Context: an optimization exercise on an open-source flow, tuned for a short achievable clock period and few clock cycles. The choices shown serve that exercise and are no tape-out recipe. Only simulation tests tie the RTL to the original design; equivalence was not proved. Power figures rest on the tool's default switching activity, not on a simulated workload.

$ cat flow/design.v
module srvm_core (
    input  wire        clk,
    input  wire        rst,           
    output wire        mem_req,
    output wire        mem_we,
    output wire [11:0] mem_addr,
    output wire [7:0]  mem_wdata,
    input  wire [23:0] mem_rdata,     
    input  wire        mem_ready,
    output wire        out_valid,     
    output wire [7:0]  out_data,
    output wire        out_clear,     
    output wire        halted,
    output wire        faulted,
    output wire        halt_flag,
    output wire [31:0] pc_o,
    output wire [31:0] sp_o,
    output wire [2:0]  fault_cause,
    output wire [7:0]  fault_opcode,
    output wire [31:0] fault_info,
    input  wire [4:0]  dbg_sel,
    output wire [31:0] dbg_data
);
    localparam [31:0] MEM_SIZE   = 32'd4096;
    localparam [31:0] PROG_LIMIT = 32'd3072;
    localparam [31:0] SP_INIT    = 32'd4095;
    localparam [7:0] OP_ADD  = 8'h40, OP_SUB  = 8'h41, OP_MUL  = 8'h42,
                     OP_DIV  = 8'h43, OP_MOD  = 8'h44, OP_HALT = 8'h60,
                     OP_MOV  = 8'h61, OP_JMP  = 8'h62, OP_JMPZ = 8'h63,
                     OP_LDB  = 8'h64, OP_PUSH = 8'h65, OP_POP  = 8'h6C,
                     OP_STB  = 8'h74, OP_SOW  = 8'h01, OP_SOC  = 8'h02;
    localparam [2:0] F_FETCH = 3'd1, F_DATA = 3'd2, F_STACK = 3'd3,
                     F_DIV0  = 3'd4, F_DOVF = 3'd5, F_REG   = 3'd6;
    localparam [1:0] S_FETCH = 2'd0, S_EXEC = 2'd1, S_MEM = 2'd2, S_DIV = 2'd3;
    reg [31:0] pc, sp;
    reg        hf;
    reg        flt;
    reg [2:0]  flt_cause;
    reg [7:0]  flt_op;
    reg [31:0] flt_info;
    reg [31:0] regs [0:31];
    reg [1:0]  state;
    reg [7:0]  ir_op, ir_a, ir_b;
    reg [11:0] m_addr;
    reg        m_we;
    reg [7:0]  m_wdata;
    reg        m_pop;        
    reg        m_push;       
    reg [5:0]  div_cnt;
    reg [32:0] div_rem;
    reg [31:0] div_quo;
    reg [31:0] div_d;
    reg        div_sn, div_sd, div_is_mod;
    wire stopped = flt | hf | (pc >= PROG_LIMIT);
    wire [4:0]  ra_idx = stopped ? dbg_sel : ir_a[4:0];
    wire [31:0] ra_val = regs[ra_idx];
    wire [31:0] rb_val = regs[ir_b[4:0]];
    wire [31:0] va = ir_a[7] ? ra_val : {24'd0, ir_a};
    wire [31:0] vb = ir_b[7] ? rb_val : {24'd0, ir_b};
    wire        a_oor = ir_a[7] & (ir_a[6:5] != 2'b00);
    wire        b_oor = ir_b[7] & (ir_b[6:5] != 2'b00);
    wire [31:0] pc_next = pc + 32'd3;
    wire [31:0] sp_up   = sp + 32'd1;
    wire [31:0] add_res = va + vb;
    wire [31:0] sub_res = va - vb;
    wire [31:0] mul_res = va * vb;
    wire data_oob  = vb[31] | (vb >= MEM_SIZE);
    wire div_zero  = (vb == 32'd0);
    wire div_ovf   = (va == 32'h8000_0000) && (vb == 32'hFFFF_FFFF);
    wire [32:0] div_shift = {div_rem[31:0], div_quo[31]};
    wire [32:0] div_diff  = div_shift - {1'b0, div_d};
    wire [31:0] q_mag     = div_quo;
    wire [31:0] r_mag     = div_rem[31:0];
    wire [31:0] q_trunc   = (div_sn ^ div_sd) ? -q_mag : q_mag;
    wire [31:0] r_trunc   = div_sn ? -r_mag : r_mag;
    wire        div_adj   = (r_trunc != 32'd0) && (div_sn != div_sd);
    wire [31:0] dsigned   = div_sd ? -div_d : div_d;
    wire [31:0] q_floor   = div_adj ? q_trunc - 32'd1 : q_trunc;
    wire [31:0] r_floor   = div_adj ? r_trunc + dsigned : r_trunc;
    reg        wb_en;
    reg [31:0] wb_val;
    reg        o_valid, o_clear;
    always @(*) begin
        wb_en   = 1'b0;
        wb_val  = 32'd0;
        o_valid = 1'b0;
        o_clear = 1'b0;
        case (state)
            S_EXEC: if (!a_oor && !b_oor) begin
                case (ir_op)
                    OP_ADD: begin wb_en = ir_a[7]; wb_val = add_res; end
                    OP_SUB: begin wb_en = ir_a[7]; wb_val = sub_res; end
                    OP_MUL: begin wb_en = ir_a[7]; wb_val = mul_res; end
                    OP_MOV: begin wb_en = ir_a[7]; wb_val = vb;      end
                    OP_SOW: o_valid = 1'b1;
                    OP_SOC: o_clear = 1'b1;
                    default: ;
                endcase
            end
            S_MEM: if (mem_ready && !m_we) begin
                wb_en  = ir_a[7];
                wb_val = {24'd0, mem_rdata[7:0]};
            end
            S_DIV: if (div_cnt == 6'd0) begin
                wb_en  = ir_a[7];
                wb_val = div_is_mod ? r_floor : q_floor;
            end
            default: ;
        endcase
    end
    integer i;
    always @(posedge clk) begin
        if (rst) begin
            for (i = 0; i < 32; i = i + 1)
                regs[i] <= 32'd0;
        end else if (wb_en) begin
            regs[ir_a[4:0]] <= wb_val;
        end
    end
    always @(posedge clk) begin
        if (rst) begin
            state     <= S_FETCH;
            pc        <= 32'd0;
            sp        <= SP_INIT;
            hf        <= 1'b0;
            flt       <= 1'b0;
            flt_cause <= 3'd0;
            flt_op    <= 8'd0;
            flt_info  <= 32'd0;
            ir_op     <= 8'd0;
            ir_a      <= 8'd0;
            ir_b      <= 8'd0;
            m_addr    <= 12'd0;
            m_we      <= 1'b0;
            m_wdata   <= 8'd0;
            m_pop     <= 1'b0;
            m_push    <= 1'b0;
            div_cnt   <= 6'd0;
            div_rem   <= 33'd0;
            div_quo   <= 32'd0;
            div_d     <= 32'd0;
            div_sn    <= 1'b0;
            div_sd    <= 1'b0;
            div_is_mod <= 1'b0;
        end else begin
            case (state)
                S_FETCH: if (!stopped) begin
                    if (pc + 32'd2 >= MEM_SIZE) begin
                        flt       <= 1'b1;
                        flt_cause <= F_FETCH;
                        flt_op    <= 8'd0;
                        flt_info  <= (pc > MEM_SIZE) ? pc : MEM_SIZE;
                    end else if (mem_ready) begin
                        ir_op <= mem_rdata[7:0];
                        ir_a  <= mem_rdata[15:8];
                        ir_b  <= mem_rdata[23:16];
                        state <= S_EXEC;
                    end
                end
                S_EXEC: begin
                    state <= S_FETCH;
                    if (a_oor || b_oor) begin
                        flt       <= 1'b1;
                        flt_cause <= F_REG;
                        flt_op    <= ir_op;
                        flt_info  <= a_oor ? {25'd0, ir_a[6:0]} : {25'd0, ir_b[6:0]};
                    end else begin
                        case (ir_op)
                            OP_DIV, OP_MOD: begin
                                if (div_zero || div_ovf) begin
                                    flt       <= 1'b1;
                                    flt_cause <= div_zero ? F_DIV0 : F_DOVF;
                                    flt_op    <= ir_op;
                                    flt_info  <= 32'd0;
                                end else begin
                                    div_sn     <= va[31];
                                    div_sd     <= vb[31];
                                    div_is_mod <= (ir_op == OP_MOD);
                                    div_d      <= vb[31] ? -vb : vb;
                                    div_quo    <= va[31] ? -va : va;
                                    div_rem    <= 33'd0;
                                    div_cnt    <= 6'd32;
                                    state      <= S_DIV;
                                end
                            end
                            OP_HALT: hf <= 1'b1;
                            OP_JMP:  pc <= va;
                            OP_JMPZ: pc <= (va == 32'd0) ? vb : pc_next;
                            OP_LDB, OP_STB: begin
                                if (data_oob) begin
                                    flt       <= 1'b1;
                                    flt_cause <= F_DATA;
                                    flt_op    <= ir_op;
                                    flt_info  <= vb;
                                end else begin
                                    m_addr  <= vb[11:0];
                                    m_we    <= (ir_op == OP_STB);
                                    m_wdata <= va[7:0];
                                    m_pop   <= 1'b0;
                                    m_push  <= 1'b0;
                                    state   <= S_MEM;
                                end
                            end
                            OP_PUSH: begin
                                if (sp >= MEM_SIZE || sp == 32'd0) begin
                                    flt       <= 1'b1;
                                    flt_cause <= F_STACK;
                                    flt_op    <= ir_op;
                                    flt_info  <= (sp >= MEM_SIZE) ? sp : 32'hFFFF_FFFF;
                                end else begin
                                    m_addr  <= sp[11:0];
                                    m_we    <= 1'b1;
                                    m_wdata <= vb[7:0];
                                    m_pop   <= 1'b0;
                                    m_push  <= 1'b1;
                                    state   <= S_MEM;
                                end
                            end
                            OP_POP: begin
                                if (sp_up >= MEM_SIZE) begin
                                    flt       <= 1'b1;
                                    flt_cause <= F_STACK;
                                    flt_op    <= ir_op;
                                    flt_info  <= sp_up;
                                end else begin
                                    m_addr  <= sp_up[11:0];
                                    m_we    <= 1'b0;
                                    m_pop   <= 1'b1;
                                    m_push  <= 1'b0;
                                    state   <= S_MEM;
                                end
                            end
                            default: pc <= pc_next;    
                        endcase
                    end
                end
                S_MEM: if (mem_ready) begin
                    if (m_pop)  sp <= sp_up;
                    if (m_push) sp <= sp - 32'd1;
                    pc    <= pc_next;
                    state <= S_FETCH;
                end
                S_DIV: begin
                    if (div_cnt != 6'd0) begin
                        div_cnt <= div_cnt - 6'd1;
                        if (!div_diff[32]) begin
                            div_rem <= div_diff;
                            div_quo <= {div_quo[30:0], 1'b1};
                        end else begin
                            div_rem <= div_shift;
                            div_quo <= {div_quo[30:0], 1'b0};
                        end
                    end else begin
                        pc    <= pc_next;
                        state <= S_FETCH;
                    end
                end
            endcase
        end
    end
    assign mem_req   = ((state == S_FETCH) && !stopped && (pc + 32'd2 < MEM_SIZE)) || (state == S_MEM);
    assign mem_we    = (state == S_MEM) && m_we;
    assign mem_addr  = (state == S_MEM) ? m_addr : pc[11:0];
    assign mem_wdata = m_wdata;
    assign out_valid = o_valid;
    assign out_clear = o_clear;
    assign out_data  = va[7:0];
    assign faulted      = flt;
    assign halted       = !flt && (hf || (pc >= PROG_LIMIT));
    assign halt_flag    = hf;
    assign pc_o         = pc;
    assign sp_o         = sp;
    assign fault_cause  = flt_cause;
    assign fault_opcode = flt_op;
    assign fault_info   = flt_info;
    assign dbg_data     = ra_val;
endmodule
$ cat flow/run.sh
#!/bin/bash
# synth_recipe.tcl (not shown) runs the flow's synth.tcl, then flattens the netlist and writes it again
# the make line also repeats each setting of config.mk as NAME=value (left out here)
make -C /OpenROAD-flow-scripts/flow DESIGN_CONFIG=/design/flow/config.mk WORK_HOME=/design/flow/orfs CLKGATE_MAP_FILE= SYNTH_SCRIPT=/design/flow/synth_recipe.tcl finish
$ cat flow/config.mk
export PLATFORM = sky130hd
export DESIGN_NAME = srvm_core
export DESIGN_NICKNAME = srvm_core
export VERILOG_FILES = /design/flow/design.v
export SDC_FILE = /design/flow/constraint.sdc
export NUM_CORES = 4
export LEC_CHECK = 0
export CAP_MARGIN = 20
export CORE_MARGIN = 2
export CORE_UTILIZATION = 30
export PLACE_DENSITY = 0.45
export SLEW_MARGIN = 20
$ cat flow/constraint.sdc
create_clock -name core_clock -period 15.0 [get_ports {clk}]
set_input_delay 3.0000 -clock core_clock [delete_from_list [all_inputs] [get_ports {clk}]]
set_output_delay 3.0000 -clock core_clock [all_outputs]
set_load 0.01 [all_outputs]
==> run summary <==
-- routing by layer --
metal	wire length, µm	up-vias
li1	-	35300
met1	193000	43500
met2	217000	5276
met3	47200	1219
met4	35200	6
met5	39	-
-- power groups by stage --
stage / registers, W / clock network, W / logic [W]
after floorplan: 0.00416 / 0 / 0.00773
after global placement: 0.00434 / 0 / 0.0137
after detailed placement: 0.00434 / 0 / 0.0137
after CTS: 0.00427 / 0.00399 / 0.0138
after global routing: 0.00428 / 0.00411 / 0.0145
final: 0.00428 / 0.00395 / 0.0142
-- state kept, by name, indices dropped and copies added, names as in the netlist, 2 cells and up, named ones only --
register,cells
div_cnt,6
div_d,32
div_quo,32
div_rem,32
flt_cause,3
flt_info,32
flt_op,8
ir_a,8
ir_b,8
ir_op,8
m_addr,12
m_wdata,8
pc,32
regs,1024
sp,32
state,2
-- how the worst max path moves through the flow --
stage          startpoint                    endpoint  slack, ps
3_5_place_dp   dbg_sel[4]   regs[0][31]$_SDFFCE_PN0P_        520
5_1_grt        dbg_sel[2]   regs[3][31]$_SDFFCE_PN0P_        840
2_1_floorplan  dbg_sel[2]  regs[10][31]$_SDFFCE_PN0P_       2020
3_3_place_gp   dbg_sel[0]   regs[1][31]$_SDFFCE_PN0P_        480
4_1_cts        dbg_sel[4]   regs[3][31]$_SDFFCE_PN0P_       1400
6_report       dbg_sel[2]   regs[3][31]$_SDFFCE_PN0P_       1140
-- metrics by stage --
step | util, % | power [W]
final | 34.1 | 0.0224
after global placement | 32.5 | 0.0181
after CTS | 34.1 | 0.0220
after detailed placement | 32.5 | 0.0181
after global routing | 34.1 | 0.0229
after floorplan | - | 0.0119
-- cell usage after synthesis (47+ instances only) --
library cell	instances
nand2b_1	76
dfxtp_1	268
nor2b_1	70
a21o_1	51
o211ai_1	49
or3_1	78
clkbuf_1	565
nor4_1	47
a22oi_1	71
mux2_2	51
edfxtp_1	1024
a31oi_1	77
a211oi_1	161
nand3_1	284
nand4_1	54
buf_2	131
nor3_1	166
nand2_1	1105
mux4_2	317
and2_1	49
mux2i_1	228
inv_1	625
xnor2_1	294
buf_1	50
fa_1	411
ha_1	235
and3_1	191
nor2_1	1601
a311oi_1	108
buf_6	52
buf_4	78
xor2_1	111
o21ai_0	275
a21oi_1	393
-- worst max-delay path: cells and delay by family --
family	cells	cell delay, ps
simple gates	6	1990
compound gates	13	2720
buf+inv	8	2240
fa+ha+maj	9	4240
-- layout make-up --
cell class | instances | area [µm²]
Inverter | 638 | 2400
Sequential cell | 1292 | 36100
Clock buffer | 205 | 4450
Fill cell | 32500 | 211000
Antenna cell | 12 | 30.0
Timing Repair Buffer | 622 | 5700
Tap cell | 4305 | 5390
Multi-Input combinational cell | 7225 | 54700
Clock inverter | 83 | 679
-- logic make-up after synthesis --
family | after synthesis
flops | 1292
xor+xnor | 416
simple gates | 3855
fa+ha+maj | 647
mux | 596
buf+inv | 1514
compound gates | 1711
==> run summary <==
- The run finished with no timing, DRC or antenna violations.
- The synthesized netlist devotes 3.93% of its cell area to XOR and XNOR gates.
- The setup path with the least slack is of type primary input to flip-flop.
- The cell area after technology mapping is 0.0966 mm².
- Sequential cells burn 19.1% of the power.
- In this run the post-CTS setup repair buffer count came out at 0.
- The number of search-and-repair iterations in the first detailed-routing pass is 6.
- From synthesis to final layout, the design area changed by 13.3%.
- The share of layout cells above drive strength 1 is 12.9%.
- The via count is 85300.
- The switching power is 0.0117 W.
- Using the TritonRoute via totals, the vias-per-cell ratio works out to 5.93.
- During I/O placement, the number of pins put on the boundary was 206.
- The data required time of the critical path is 15540 ps.
- Summing the sequential cell areas from Yosys gives 37.4% of the chip area.
- After clock tree synthesis, the clock-pin slew on the worst setup and hold paths is 60 ps.
- The die covers 0.327 mm².
- The cell repeated most along the worst path is fa_1.
- Prior to clock tree synthesis, the placed netlist has a worst setup slack of 523 ps.
- The clock tree buffer depth is 4.
- Cell internal power was estimated by the tool at 0.0107 W.
- The worst setup path is captured at a flip-flop.
- The largest individual stage delay along the critical path comes from the cell clkdlybuf4s50_1.
- The total of endpoints with negative setup slack in the final report is 0.
- In this run, post-CTS hold repair placed 0 buffers.
- In the synthesized netlist the async set-or-reset flop fraction comes to 0%.
- The final hold violation count is 0.
- The share of total power dissipated in the clock network is 17.6%.
- The clock tree from TritonCTS is done.
- The post-synthesis compound-gate area fraction is 12.4%.
- The horizontal die dimension is 572 µm.
- The startpoint kind of the worst setup timing path is a primary input.
- By area, the combinational part of the netlist is dominated by simple AND/OR/NAND/NOR gates.
- The endpoint identified for the worst register-to-register timing path is regs[3][31]$_SDFFCE_PN0P_.
- The post-synthesis simple-gate area fraction is 17.6%.
- In the global route stage, overall resource usage came out at 29.5%.
- For this run, the top clock speed supported by timing is 0.0722 GHz.
- The worst register-to-register path begins at pc[11]$_SDFFE_PP0P_.
- The floorplan step defined a core boundary enclosing 0.321 mm².
- Setup slack closes at 1140 ps.
- The headroom to the max-slew limit is 17.5%.
- The effective utilization at floorplan is 30.1%.
- Input and output buffers added on the ports amount to 205.
- The worst path arrival time is 14390 ps.
- The logic gate share of total power is 63.3%.
- Multiplexer cells account for 10.3% of the synthesized area.
- The count of standard-cell rows is 208.
- Among all flip-flop cells after synthesis, the most frequent one is edfxtp_1.
- The worst min-delay path startpoint is flt_op[4]$_SDFFE_PP0P_.
- The number of remaining DRC errors is 0.
- The smallest clock period supported by the final layout is computed as 13860 ps.
- The gate count of the mapped netlist is 10000.
- Of the available clock period, the critical path in the final layout requires 92.4%.
- The most common cell after layout, fill and taps aside is nor2_1.
- In this run the cell area measured after placement is 0.104 mm².
- The number of synthesized register bits is 1292.
- The final weighted congestion in routability-driven placement is 0.964.
- Clock tree synthesis inserted a total of 168 buffers.
- The pin count of the biggest net entering global routing is 99.
- Along the worst path, the maximum fanout reaches 70.
- The number of distinct standard cells referenced by the synthesized netlist is 115.
- In this design, the stage delay of the slowest critical-path cell is 770 ps.
- The slew of the pin with the lowest slew margin is 1230 ps.
- The buffer cell driving the clock tree root is clkbuf_16.
- For this run, global-route usage on met3 was measured as 5.96%.
- The highest ir drop seen on vdd is 0.233 mV.
- After the last flow step, the layout net total stands at 10600.
- The reg2reg setup slack is 1200 ps.
- The overall routed net length is 493000 µm.
- For the final database, setup skew stands at 98.4 ps.
- After synthesis, the cell types taking the most area are edfxtp_1 32%, fa_1 8.5%, mux4_2 7.4%.
- The detailed router finished its first iteration with 11200 violations.
- Excluding fillers, the count of instances in the completed layout stands at 14400.
- For met2 alone, demand over resource in global routing was 45.7%.
- In this run the mean area of a mapped cell was 9.63 µm².
- The die boundary height is 572 µm.
- The antenna violation net count after detailed routing is 0.
- The post-synth net total is 10700.
- The first global-routing pass estimated 676000 µm of wire.
- The final design instance area without fill is 0.110 mm².
- The number of antenna violations at the first check in global routing is 22.
- The count of yosys warnings during synthesis is 1.
- For this design the static power due to leakage is 39.5 nW.
- The switching share of total power is 52.2%.
- Setup repair after global routing left no endpoint under its margin.
- For this run the aggregate overflow at the end of global routing stands at 0.
- met2 is the most crowded layer.
- The max-slew violation total from the final report is 0.
- The path with the worst hold slack has its endpoint at flt_op[4]$_SDFFE_PP0P_.
- Global routing consumed, on the met1 layer, 37.9% of the routing resources.
- The area share of the largest cell type after synthesis is 31.8%.
- After routing, the total negative slack on setup checks comes to 0 ps.
- The cell count after placement is 14100.
- The leading area contributor after synthesis is edfxtp_1.
- Clock tree synthesis found a total of 1292 sinks.
- The number of H-tree levels is 4.
- The number of cells on the worst reg-to-reg path is 37.
- The number of flops mapped to enable cells by yosys is 1024.
- Dividing the detail-routed wire length by the instance count gives 34.3 µm.
- After clock tree synthesis, the repair step resized 0 gates.
- In the layout the commonest cells are 1594 x nor2_1, 1040 x nand2_1, 1024 x edfxtp_1, 624 x inv_1, 411 x fa_1.
- The later pin in the worst-skew pair is clocked with a latency of 900 ps.
- Detailed placement ended at an HPWL of 329000 µm.
- For this design the ratio of total power to cell area is 205 mW/mm².
- The cell depth of the worst min-delay path is 2.
- The count of max-cap constraint violations is 0.
- The via count of the first global-routing pass is 82400.
- Hold is met by 467 ps.
- The worst hold path class is flip-flop to flip-flop.
- The adder-cell share of the synthesized area is 11.6%.
Testbench counts, summed over its fixed seeds: cycles 454,625.

-- static timing again, ports no longer ideal --
No port has a modelled driver above. Below, the same layout with a new extraction and two added sets of constraints. Step 1 (the two cells are an assumption about what drives the block):
set clk [get_ports {clk}]
set_driving_cell -lib_cell sky130_fd_sc_hd__clkbuf_16 $clk
set_driving_cell -lib_cell sky130_fd_sc_hd__buf_2 [delete_from_list [all_inputs] $clk]
Step 2, shift: input delay + t, output delay - t, t = (earliest + latest rising clock arrival at the registers) / 2. This alone moves slack from input paths to output paths. Slacks: ideal / step 1 / step 2; pairs: ideal / step 1.
t, ns: 0.957
slack for setup (ns): 1.143 / 1.192 / 0.235
latest minus earliest clock arrival (ns): 0.099 / 0.099
slew at the worst register clock pin (ns): 0.07 / 0.07
After both steps setup and hold are still met in this run. The setup slack of this run moves by +0.049 ns with the drivers and by -0.908 ns with both steps.
